From an optimization exercise on the open Yosys and OpenROAD flow, aimed at small area; shortcuts taken in it are not production practice. In this exercise RTL edits were held to simulation tests only and were not proved equivalent to the original. Power is estimated from default activity; no workload was simulated.

== JK ==
==> flow/design.v (excerpt) <==
module kb_core (
    input  wire        clk,
    input  wire        rst,             
    output wire [15:0] col,
    input  wire [5:0]  row,
    output wire        tx_push,
    output wire [63:0] tx_report,
    input  wire        tx_ok,
    input  wire        hreq_valid,
    input  wire        hreq_set,
    input  wire [1:0]  hreq_type,
    input  wire [7:0]  hreq_id,
    input  wire [3:0]  hreq_len,
    input  wire [7:0]  hreq_data,
    output reg         hresp_valid,
    output reg         hresp_err,
    output wire [63:0] hresp_report,
    output reg  [4:0]  leds,
    output reg         boot
);
For scale: ~1300 cells after synthesis, about 510 flip-flops, roughly 190 I/O pins, about 0.016 mm2 of cells after synthesis.
export LEC_CHECK = 0
export ABC_AREA = 1
export CAP_MARGIN = 20
export CORE_MARGIN = 2
export CORE_UTILIZATION = 55
export SLEW_MARGIN = 20
create_clock -name core_clock -period 10.0 [get_ports {clk}]
standard.sh (not shown) runs the stock make flow with config.mk's settings and CLKGATE_MAP_FILE= SYNTH_SCRIPT=/design/flow/synth_recipe.tcl, a recipe that flattens the netlist after the stock synthesis.
==> flow/flow/run.sh <==
#!/bin/bash
# The standard layout (standard.sh) with three changes:
# - synthesis maps logic with an area-oriented ABC script (the same synthesis
#   script otherwise, so the registers are the standard synthesis's);
# - port buffers use the smallest buffer cell;
# - a leaner clock tree (sky130_fd_sc_hd__clkbuf_8, clusters of at most 18 sinks within 60 um,
#   no dummy loads).
# standard.sh's output goes to standard.log; ORFS keeps one log per step
# under orfs/logs.
set -euo pipefail
here=$(pwd)
rm -rf "$here/scripts"
cp -r "$FLOW_HOME/scripts" "$here/scripts"
cat > "$here/scripts/abc_area.script" <<'A'
strash
&get -n
&deepsyn -J 50
&put
dch -f
amap
topo
dnsize -c
A
export SCRIPTS_DIR="$here/scripts"
export BUFFER_PORTS_ARGS="-buffer_cell sky130_fd_sc_hd__buf_1"
export CTS_ARGS="-sink_clustering_enable -repair_clock_nets -dont_use_dummy_load -buf_list {sky130_fd_sc_hd__clkbuf_8} -sink_clustering_size 18 -sink_clustering_max_diameter 60"
bash standard.sh > standard.log 2>&1
--- input diff JK..MS ---
- CORE_UTILIZATION: 55 -> 40
-- flow/flow/run.sh --
<<< JK, line 6
# - a leaner clock tree (sky130_fd_sc_hd__clkbuf_8, clusters of at most 18 sinks within 60 um,
>>> MS, line 6
# - a leaner clock tree (sky130_fd_sc_hd__clkbuf_2 sky130_fd_sc_hd__clkbuf_4 sky130_fd_sc_hd__clkbuf_8, clusters of at most 18 sinks within 60 um,
<<< JK, line 16
&get -n
&deepsyn -J 50
&put
>>> MS, line 16
<<< JK, line 26
export CTS_ARGS="-sink_clustering_enable -repair_clock_nets -dont_use_dummy_load -buf_list {sky130_fd_sc_hd__clkbuf_8} -sink_clustering_size 18 -sink_clustering_max_diameter 60"
>>> MS, line 23
export CTS_ARGS="-sink_clustering_enable -repair_clock_nets -dont_use_dummy_load -buf_list {sky130_fd_sc_hd__clkbuf_2 sky130_fd_sc_hd__clkbuf_4 sky130_fd_sc_hd__clkbuf_8} -sink_clustering_size 18 -sink_clustering_max_diameter 60"
==> comparison <==
MS: full flow OK, the timing, design-rule and antenna checks passed. MS — timing-limited maximum frequency 5.9 MHz lower, JK as reference. MS against JK: maximum fanout count along the critical path lost 8, setup slack fell 290 ps, utilization decreased 16 points, via count increased by 0.70% relative to the old numbers, worst ir drop on vdd now smaller. NOTE: synthesized instance count in MS exceeds that of JK. Of MS and JK, JK shows the lower number of placed instances, taps included, with MS above it.
Input-level comparison between AL and MS:
- CORE_UTILIZATION now 55, was 40
-- flow/flow/run.sh --
<<< MS, line 6
# - a leaner clock tree (sky130_fd_sc_hd__clkbuf_2 sky130_fd_sc_hd__clkbuf_4 sky130_fd_sc_hd__clkbuf_8, clusters of at most 18 sinks within 60 um,
>>> AL, line 6
# - a leaner clock tree (sky130_fd_sc_hd__clkbuf_4, clusters of at most 12 sinks within 50 um,
<<< MS, line 16
>>> AL, line 16
&get -n
&deepsyn -J 50
&put
<<< MS, line 23
export CTS_ARGS="-sink_clustering_enable -repair_clock_nets -dont_use_dummy_load -buf_list {sky130_fd_sc_hd__clkbuf_2 sky130_fd_sc_hd__clkbuf_4 sky130_fd_sc_hd__clkbuf_8} -sink_clustering_size 18 -sink_clustering_max_diameter 60"
>>> AL, line 26
export CTS_ARGS="-sink_clustering_enable -repair_clock_nets -dont_use_dummy_load -buf_list {sky130_fd_sc_hd__clkbuf_4} -sink_clustering_size 12 -sink_clustering_max_diameter 50"
==> comparison <==
- Looking at slowest stage cell on the critical path, the sky130_fd_sc_hd__a2111oi_0 result is from MS; the sky130_fd_sc_hd__a21oi_1 one comes from AL.
- Against MS, AL comes in about 15% lower on die span in x.
- Routed wire length delta for AL relative to MS: 1300 um higher
- The relative contribution of combinational cells to total power of MS and that of AL are within noise of each other.
- Leakage power total sits lower in AL than in MS.
- Of AL and MS, the lower sequential cell area share belongs to MS.
- Min total routing resource utilization after global routing across AL and MS: MS
- The area of all placed cells without fillers in AL sits 2.3% below the value recorded for MS.
- What AL reported for total instance count after detailed placement has to be multiplied by 1.09 to get the figure for MS.
- Taking MS over AL, the count of clock-buffer cells in the layout ratio works out to 0.74.
- Going from MS to AL, the area added between synthesis and finish was found to have gone down by 1.8 points.
- AL and MS ended up with nearly the same adder-cell share of the synthesized area.
## Diff of input files: TR against AL
- a change of CORE_UTILIZATION from 55 to 40
-- flow/flow/run.sh --
<<< AL, line 3
# - synthesis maps logic with an area-oriented ABC script (the same synthesis
>>> TR, line 3
# - synthesis maps logic with an area-oriented ABC script (same synthesis
<<< AL, line 6
# - a leaner clock tree (sky130_fd_sc_hd__clkbuf_4, clusters of at most 12 sinks within 50 um,
>>> TR, line 6
# - a leaner clock tree (clkbuf_8, clusters of at most 18 sinks within 60 um,
<<< AL, line 16
&get -n
&deepsyn -J 50
&put
>>> TR, line 16
<<< AL, line 26
export CTS_ARGS="-sink_clustering_enable -repair_clock_nets -dont_use_dummy_load -buf_list {sky130_fd_sc_hd__clkbuf_4} -sink_clustering_size 12 -sink_clustering_max_diameter 50"
>>> TR, line 23
export CTS_ARGS="-sink_clustering_enable -repair_clock_nets -dont_use_dummy_load -buf_list sky130_fd_sc_hd__clkbuf_8 -sink_clustering_size 18 -sink_clustering_max_diameter 60"
--- outcome ---
- Between TR and AL, it is TR whose cell depth of the worst setup path is higher, by 27%.
- Re global-route usage: TR is 7.0 points down on AL.
- Half-perimeter wire length after placement is higher on AL
- Between AL and TR, the difference in sequential power is negligible.
- Lower die outline width among AL and TR: AL
- Summary: with AL as the reference, post-route non-filler standard cell count in TR moved up by a little under 10%.

## port drivers added, routing unchanged
No port has a modelled driver above. Below, the same layouts with a new extraction and two added sets of constraints.
Step 1 assumes that a clkbuf_16 drives the clock port and a buf_2 every other input.
Step 2 adds t to the input delays and takes it off the output delays; t is the mean of the earliest and latest rising clock arrival at the registers after step 1. Input paths then give back, and output paths get back, about the clock's delay inside the block.
Three values: ideal ports, drivers, drivers and shift; two values: the first two.
| run | t (ns) | slack for setup (ns) | pins driven straight from the clock port |
|---|---|---|---|
| JK | 0.562 | 3.168 / 3.168 / 3.168 | 1 |
| MS | 0.606 | 2.880 / 2.880 / 2.880 | 1 |
| AL | 0.695 | 3.216 / 3.216 / 3.216 | 1 |
| TR | 0.606 | 2.880 / 2.880 / 2.880 | 1 |
After both steps every run listed still meets setup and hold.
